This design comes from an exercise in tuning for small area, a short achievable clock period and few clock cycles on the open sky130 flow, not from production work.
Where RTL was checked, it was by simulation tests only, not by an equivalence proof against the original.
No activity file was given, so power comes from the tool's default toggle rates.

==> flow/design.v <==
module soul_va (
    input  wire         clk,
    input  wire         rst,         
    input  wire         cmd_valid,
    output wire         cmd_ready,
    input  wire [127:0] cmd,
    output reg          rsp_valid,
    output wire [127:0] rsp
);
    localparam NV = 8;
    integer i, j;
    reg [15:0]      slot_ch   [0:NV-1];
    reg [31:0]      slot_note [0:NV-1];
    reg [NV-1:0]    fresh_q;
    reg [NV-1:0]    zero_q;          
    reg [NV-1:0]    active_q;
    reg             all_active_q;    
    reg [NV*NV-1:0] older_q;         
    reg [NV-1:0]    oldest_q;        
    reg          in_v_q;
    reg  [2:0]   in_op_q;        
    reg          in_on_q;        
    reg          in_off_q;       
    reg          in_a0_q;        
    reg  [15:0]  in_ch_q;
    reg  [31:0]  in_a_q;
    reg  [31:0]  in_b_q;
    reg          in_nan_q;       
    reg  [2*NV-1:0] pc_ch_q;     
    reg  [4*NV-1:0] pc_nt_q;     
    reg          stolen_q;       
    reg          ready_q;
    reg  [2:0]   rsp_kind_q;
    reg  [2:0]   rsp_port_q;
    reg  [15:0]  rsp_ch_q;
    reg  [31:0]  rsp_a_q;
    reg  [31:0]  rsp_b_q;
    reg  [NV-1:0] pend_q;
    reg          free_q;         
    assign cmd_ready = ready_q;
    assign rsp = {5'b10010, rsp_kind_q, 5'd0, rsp_port_q, rsp_ch_q, rsp_a_q, rsp_b_q, 32'd0};
    function many8(input [NV-1:0] x);    
        reg seen;
        integer n;
        begin
            seen  = 1'b0;
            many8 = 1'b0;
            for (n = 0; n < NV; n = n + 1) begin
                many8 = many8 | (seen & x[n]);
                seen  = seen | x[n];
            end
        end
    endfunction
    function [2:0] pe8(input [NV-1:0] x);
        pe8 = x[0] ? 3'd0 : x[1] ? 3'd1 : x[2] ? 3'd2 : x[3] ? 3'd3 :
              x[4] ? 3'd4 : x[5] ? 3'd5 : x[6] ? 3'd6 : 3'd7;
    endfunction
    function [2:0] enc8(input [NV-1:0] oh);
        enc8 = {|oh[7:4], oh[7] | oh[6] | oh[3] | oh[2], oh[7] | oh[5] | oh[3] | oh[1]};
    endfunction
    wire [7:0]  cmd_op  = cmd[127:120];
    wire [15:0] cmd_ch  = cmd[111:96];
    wire [31:0] cmd_a   = cmd[95:64];
    wire [31:0] cmd_b   = cmd[63:32];
    wire cmd_va     = (cmd_op[7:3] == 5'b00010) && (cmd_op[2:0] <= 3'd4);
    wire cmd_noteon = (cmd_op == 8'h10);
    wire cmd_a0     = (cmd_a[30:0] == 31'd0);
    wire is_on  = in_on_q;
    wire is_off = in_off_q;
    wire [NV-1:0] ch_eq = pc_ch_q[NV-1:0] & pc_ch_q[2*NV-1:NV];
    wire [NV-1:0] nt_eq = pc_nt_q[NV-1:0] & pc_nt_q[2*NV-1:NV] & pc_nt_q[3*NV-1:2*NV] &
                          pc_nt_q[4*NV-1:3*NV];
    wire [NV-1:0] hits  = ch_eq & ~({NV{is_off}} & ~(nt_eq & {NV{!in_nan_q}}));
    wire          any_hit   = |hits;
    wire [NV-1:0] hits_rest = hits & ~(hits & (~hits + 1'b1));
    wire [NV-1:0] pend_rest = pend_q & ~(pend_q & (~pend_q + 1'b1));
    wire          hits_many = many8(hits);
    wire          pend_many = many8(pend_q);
    wire one_free   = (active_q == 8'b01111111) || (active_q == 8'b10111111) ||
                      (active_q == 8'b11011111) || (active_q == 8'b11101111) ||
                      (active_q == 8'b11110111) || (active_q == 8'b11111011) ||
                      (active_q == 8'b11111101) || (active_q == 8'b11111110);
    wire steal      = is_on && all_active_q && !stolen_q;      
    wire go_on      = in_v_q && is_on && free_q && !steal;     
    wire go_off     = in_v_q && is_off && free_q;              
    wire load_steal = in_v_q && free_q && steal;
    wire [1:0] fw_ch = {cmd_ch[15:8] == in_ch_q[15:8], cmd_ch[7:0] == in_ch_q[7:0]};
    wire [3:0] fw_nt = {(cmd_a[30:24] == in_a_q[30:24]) && (in_a0_q || (cmd_a[31] == in_a_q[31])),
                        cmd_a[23:16] == in_a_q[23:16], cmd_a[15:8] == in_a_q[15:8],
                        cmd_a[7:0] == in_a_q[7:0]};
    wire [1:0] z_ch  = {cmd_ch[15:8] == 8'd0, cmd_ch[7:0] == 8'd0};
    wire [3:0] z_nt  = {cmd_a[30:24] == 7'd0, cmd_a[23:16] == 8'd0, cmd_a[15:8] == 8'd0,
                        cmd_a[7:0] == 8'd0};
    reg [2*NV-1:0] cmd_pc_ch;
    reg [4*NV-1:0] cmd_pc_nt;
    always @* begin
        for (i = 0; i < NV; i = i + 1) begin
            if (go_on && oldest_q[i]) begin
                {cmd_pc_ch[NV+i], cmd_pc_ch[i]} = fw_ch;
                {cmd_pc_nt[3*NV+i], cmd_pc_nt[2*NV+i], cmd_pc_nt[NV+i], cmd_pc_nt[i]} = fw_nt;
            end else if (fresh_q[i]) begin
                {cmd_pc_ch[NV+i], cmd_pc_ch[i]} = z_ch;
                {cmd_pc_nt[3*NV+i], cmd_pc_nt[2*NV+i], cmd_pc_nt[NV+i], cmd_pc_nt[i]} = z_nt;
            end else begin
                cmd_pc_ch[i]      = (cmd_ch[7:0]  == slot_ch[i][7:0]);
                cmd_pc_ch[NV+i]   = (cmd_ch[15:8] == slot_ch[i][15:8]);
                cmd_pc_nt[i]      = (cmd_a[7:0]   == slot_note[i][7:0]);
                cmd_pc_nt[NV+i]   = (cmd_a[15:8]  == slot_note[i][15:8]);
                cmd_pc_nt[2*NV+i] = (cmd_a[23:16] == slot_note[i][23:16]);
                cmd_pc_nt[3*NV+i] = (cmd_a[30:24] == slot_note[i][30:24]) &&
                                    (zero_q[i] || (cmd_a[31] == slot_note[i][31]));
            end
        end
    end
    reg [15:0] vic_ch;
    reg [31:0] vic_note;
    always @* begin
        vic_ch   = 16'd0;
        vic_note = 32'd0;
        for (i = 0; i < NV; i = i + 1) begin
            vic_ch   = vic_ch   | ({16{oldest_q[i]}} & slot_ch[i]);
            vic_note = vic_note | ({32{oldest_q[i]}} & slot_note[i]);
        end
    end
    reg [NV*NV-1:0] older_d;
    reg [NV-1:0]    oldest_d;
    always @* begin
        older_d = older_q;
        for (i = 0; i < NV; i = i + 1)
            for (j = i + 1; j < NV; j = j + 1) begin
                if (go_on) begin
                    if (oldest_q[i])      older_d[i*NV+j] = 1'b0;
                    else if (oldest_q[j]) older_d[i*NV+j] = 1'b1;
                end else if (go_off) begin
                    if (hits[i] && hits[j]) older_d[i*NV+j] = 1'b1;
                    else if (hits[i])       older_d[i*NV+j] = active_q[j];
                    else if (hits[j])       older_d[i*NV+j] = !active_q[i];
                end
            end
        for (i = 0; i < NV; i = i + 1) begin
            oldest_d[i] = 1'b1;
            for (j = 0; j < NV; j = j + 1) begin
                if (j > i) oldest_d[i] = oldest_d[i] & older_d[i*NV+j];
                if (j < i) oldest_d[i] = oldest_d[i] & !older_d[j*NV+i];
            end
        end
    end
    wire take      = ready_q && cmd_valid;
    wire consume   = is_on ? (free_q && !steal) : (free_q || !any_hit);
    wire in_v_d    = take ? cmd_va : (in_v_q && !consume);
    wire stolen_d  = !take && (load_steal || (stolen_q && !go_on));
    wire free_d    = free_q ? (!in_v_q || is_on || !hits_many) : !pend_many;
    wire all_act_d = go_on ? (all_active_q || one_free) :
                     go_off ? (all_active_q && !any_hit) : all_active_q;
    wire ready_d   = take ? (!cmd_va || (free_d && !(cmd_noteon && all_act_d)))
                          : (!in_v_q || consume ||
                             (is_on ? (load_steal || (free_d && !(all_active_q && !stolen_q)))
                                    : free_d));
    always @(posedge clk) begin
        if (ready_q) begin
            in_op_q  <= cmd_op[2:0];
            in_on_q  <= (cmd_op[2:0] == 3'd0);
            in_off_q <= (cmd_op[2:0] == 3'd1);
            in_a0_q  <= cmd_a0;
            in_ch_q  <= cmd_ch;
            in_a_q   <= cmd_a;
            in_b_q   <= cmd_b;
            in_nan_q <= (&cmd_a[30:23]) && (|cmd_a[22:0]);
            pc_ch_q  <= cmd_pc_ch;
            pc_nt_q  <= cmd_pc_nt;
        end
        if (free_q) begin
            rsp_ch_q   <= steal ? vic_ch   : in_ch_q;
            rsp_a_q    <= steal ? vic_note : in_a_q;
            rsp_kind_q <= steal ? 3'd1 : in_op_q;
        end
        rsp_b_q    <= (free_q && is_on && !steal) ? in_b_q : 32'd0;
        rsp_port_q <= free_q ? (is_on ? enc8(oldest_q) : pe8(hits)) : pe8(pend_q);
        for (i = 0; i < NV; i = i + 1) begin
            if (go_on && oldest_q[i]) begin
                slot_ch[i]   <= in_ch_q;
                slot_note[i] <= in_a_q;
                zero_q[i]    <= in_a0_q;
            end
        end
        if (rst) begin
            in_v_q       <= 1'b0;
            stolen_q     <= 1'b0;
            ready_q      <= 1'b1;
            rsp_valid    <= 1'b0;
            pend_q       <= {NV{1'b0}};
            free_q       <= 1'b1;
            active_q     <= {NV{1'b0}};
            all_active_q <= 1'b0;
            fresh_q      <= {NV{1'b1}};
            oldest_q     <= {{(NV-1){1'b0}}, 1'b1};
            for (i = 0; i < NV; i = i + 1)
                for (j = 0; j < NV; j = j + 1)
                    older_q[i*NV+j] <= (i < j);
        end else begin
            in_v_q       <= in_v_d;
            stolen_q     <= stolen_d;
            ready_q      <= ready_d;
            rsp_valid    <= !free_q || (in_v_q && (is_on || any_hit));
            pend_q       <= free_q ? ({NV{in_v_q && !is_on}} & hits_rest) : pend_rest;
            free_q       <= free_d;
            all_active_q <= all_act_d;
            if (go_on)
                active_q <= active_q | oldest_q;
            else if (go_off)
                active_q <= active_q & ~hits;
            if (go_on)
                fresh_q <= fresh_q & ~oldest_q;
            older_q      <= older_d;
            oldest_q     <= oldest_d;
        end
    end
endmodule
==> flow/config.mk <==
export PLATFORM = sky130hd
export DESIGN_NAME = soul_va
export DESIGN_NICKNAME = soul_va
export VERILOG_FILES = /design/flow/design.v
export SDC_FILE = /design/flow/constraint.sdc
export NUM_CORES = 4
export LEC_CHECK = 0
export ABC_CLOCK_PERIOD_IN_PS = 1500
export CAP_MARGIN = 20
export CORE_MARGIN = 2
export CORE_UTILIZATION = 70
export CTS_BUF_LIST = sky130_fd_sc_hd__clkbuf_8 sky130_fd_sc_hd__clkbuf_16
export CTS_CLUSTER_DIAMETER = 80
export CTS_CLUSTER_SIZE = 16
export SETUP_SLACK_MARGIN = 3.6
export SLEW_MARGIN = 20
export TNS_END_PERCENT = 100
==> flow/constraint.sdc <==
create_clock -name core_clock -period 6.0 [get_ports {clk}]
set_input_delay 1.2000 -clock core_clock [delete_from_list [all_inputs] [get_ports {clk}]]
set_output_delay 1.2000 -clock core_clock [all_outputs]
set_load 0.01 [all_outputs]
standard.sh (not shown) runs the stock make flow with config.mk's settings and CLKGATE_MAP_FILE= SYNTH_SCRIPT=/design/flow/synth_recipe.tcl, a recipe that flattens the netlist after the stock synthesis.
==> flow/flow/run.sh <==
#!/bin/bash
# Layout flow: the standard ORFS flow (standard.sh, unchanged synthesis),
# with the port buffers made of plain buffers (sky130_fd_sc_hd__buf_4)
# instead of the delay cells buffer_ports picks by default. Every port still
# gets its own buffer. The full make output goes to flow_make.log here; each
# ORFS step also keeps its own log under orfs/logs/.
set -euo pipefail
bash standard.sh "BUFFER_PORTS_ARGS=-buffer_cell sky130_fd_sc_hd__buf_4" finish > flow_make.log 2>&1
Rerun with:
--- a/flow/design.v
+++ b/flow/design.v
@@ -26,8 +26,9 @@
     reg  [31:0]  in_a_q;
     reg  [31:0]  in_b_q;
     reg          in_nan_q;       
-    reg  [2*NV-1:0] pc_ch_q;     
-    reg  [4*NV-1:0] pc_nt_q;     
+    reg  [NV-1:0] pc_ch_q;       
+    reg  [NV-1:0] pc_lo_q;       
+    reg  [NV-1:0] pc_hi_q;       
     reg          stolen_q;       
     reg          ready_q;
     reg  [2:0]   rsp_kind_q;
@@ -67,10 +68,7 @@
     wire cmd_a0     = (cmd_a[30:0] == 31'd0);
     wire is_on  = in_on_q;
     wire is_off = in_off_q;
-    wire [NV-1:0] ch_eq = pc_ch_q[NV-1:0] & pc_ch_q[2*NV-1:NV];
-    wire [NV-1:0] nt_eq = pc_nt_q[NV-1:0] & pc_nt_q[2*NV-1:NV] & pc_nt_q[3*NV-1:2*NV] &
-                          pc_nt_q[4*NV-1:3*NV];
-    wire [NV-1:0] hits  = ch_eq & ~({NV{is_off}} & ~(nt_eq & {NV{!in_nan_q}}));
+    wire [NV-1:0] hits = pc_ch_q & ~({NV{is_off}} & ~(pc_lo_q & pc_hi_q & {NV{!in_nan_q}}));
     wire          any_hit   = |hits;
     wire [NV-1:0] hits_rest = hits & ~(hits & (~hits + 1'b1));
     wire [NV-1:0] pend_rest = pend_q & ~(pend_q & (~pend_q + 1'b1));
@@ -84,31 +82,25 @@
     wire go_on      = in_v_q && is_on && free_q && !steal;     
     wire go_off     = in_v_q && is_off && free_q;              
     wire load_steal = in_v_q && free_q && steal;
-    wire [1:0] fw_ch = {cmd_ch[15:8] == in_ch_q[15:8], cmd_ch[7:0] == in_ch_q[7:0]};
-    wire [3:0] fw_nt = {(cmd_a[30:24] == in_a_q[30:24]) && (in_a0_q || (cmd_a[31] == in_a_q[31])),
-                        cmd_a[23:16] == in_a_q[23:16], cmd_a[15:8] == in_a_q[15:8],
-                        cmd_a[7:0] == in_a_q[7:0]};
-    wire [1:0] z_ch  = {cmd_ch[15:8] == 8'd0, cmd_ch[7:0] == 8'd0};
-    wire [3:0] z_nt  = {cmd_a[30:24] == 7'd0, cmd_a[23:16] == 8'd0, cmd_a[15:8] == 8'd0,
-                        cmd_a[7:0] == 8'd0};
-    reg [2*NV-1:0] cmd_pc_ch;
-    reg [4*NV-1:0] cmd_pc_nt;
+    wire fw_ch = (cmd_ch == in_ch_q);
+    wire fw_lo = (cmd_a[15:0] == in_a_q[15:0]);
+    wire fw_hi = (cmd_a[30:16] == in_a_q[30:16]) && (in_a0_q || (cmd_a[31] == in_a_q[31]));
+    reg [NV-1:0] cmd_pc_ch, cmd_pc_lo, cmd_pc_hi;
     always @* begin
         for (i = 0; i < NV; i = i + 1) begin
             if (go_on && oldest_q[i]) begin
-                {cmd_pc_ch[NV+i], cmd_pc_ch[i]} = fw_ch;
-                {cmd_pc_nt[3*NV+i], cmd_pc_nt[2*NV+i], cmd_pc_nt[NV+i], cmd_pc_nt[i]} = fw_nt;
+                cmd_pc_ch[i] = fw_ch;
+                cmd_pc_lo[i] = fw_lo;
+                cmd_pc_hi[i] = fw_hi;
             end else if (fresh_q[i]) begin
-                {cmd_pc_ch[NV+i], cmd_pc_ch[i]} = z_ch;
-                {cmd_pc_nt[3*NV+i], cmd_pc_nt[2*NV+i], cmd_pc_nt[NV+i], cmd_pc_nt[i]} = z_nt;
+                cmd_pc_ch[i] = (cmd_ch == 16'd0);
+                cmd_pc_lo[i] = cmd_a0;
+                cmd_pc_hi[i] = 1'b1;
             end else begin
-                cmd_pc_ch[i]      = (cmd_ch[7:0]  == slot_ch[i][7:0]);
-                cmd_pc_ch[NV+i]   = (cmd_ch[15:8] == slot_ch[i][15:8]);
-                cmd_pc_nt[i]      = (cmd_a[7:0]   == slot_note[i][7:0]);
-                cmd_pc_nt[NV+i]   = (cmd_a[15:8]  == slot_note[i][15:8]);
-                cmd_pc_nt[2*NV+i] = (cmd_a[23:16] == slot_note[i][23:16]);
-                cmd_pc_nt[3*NV+i] = (cmd_a[30:24] == slot_note[i][30:24]) &&
-                                    (zero_q[i] || (cmd_a[31] == slot_note[i][31]));
+                cmd_pc_ch[i] = (cmd_ch == slot_ch[i]);
+                cmd_pc_lo[i] = (cmd_a[15:0] == slot_note[i][15:0]);
+                cmd_pc_hi[i] = (cmd_a[30:16] == slot_note[i][30:16]) &&
+                               (zero_q[i] || (cmd_a[31] == slot_note[i][31]));
             end
         end
     end
@@ -167,7 +159,8 @@
             in_b_q   <= cmd_b;
             in_nan_q <= (&cmd_a[30:23]) && (|cmd_a[22:0]);
             pc_ch_q  <= cmd_pc_ch;
-            pc_nt_q  <= cmd_pc_nt;
+            pc_lo_q  <= cmd_pc_lo;
+            pc_hi_q  <= cmd_pc_hi;
         end
         if (free_q) begin
             rsp_ch_q   <= steal ? vic_ch   : in_ch_q;
What happened:
- The new run produced a clean layout
- combinational power stays flat
- global-route usage grows by 1.3 points
- synthesized cell count is lower by 3.4%
- design area drops by 5.1%
- die area falls by 3.6%
- non-clock buffer count shrinks by 40
- worst setup slack is better by 0.13 ns
- flip-flop and latch count decreases by 24
- total power fell by 2.5%
- routed wire length went down by 3.9%
- register-to-register slack is better by 0.13 ns
- via count drops by 4.7%
- clock power stays flat
Testbench counts after the change, summed over its fixed seeds: cycles 31,612.
Only the layout flow was run in the first run of this note; the RTL was not checked for function there.

==> port drivers added, routing unchanged <==
No port has a modelled driver above. Below, the same layouts with a new extraction and two added sets of constraints. Step 1, drivers: a clkbuf_16 drives clk and a buf_2 each remaining input, both assumed. Step 2 adds t to the input delays and takes it off the output delays; t is the mean of the earliest and latest rising clock arrival at the registers after step 1. Input paths then give back, and output paths get back, about the clock's delay inside the block. a / b / c = ideal / step 1 / step 2; a / b = the first two.
run	t, ns	setup WS [ns]	worst setup path after step 2
the first run	0.655	3.437 / 3.437 / 2.941	input to register
the second run	0.661	3.566 / 3.566 / 2.958	input to register
After both steps every run listed still meets setup and hold. For the second run, which loses most, drivers alone change the setup slack by 0.000 ns; drivers and shift together by -0.608 ns.
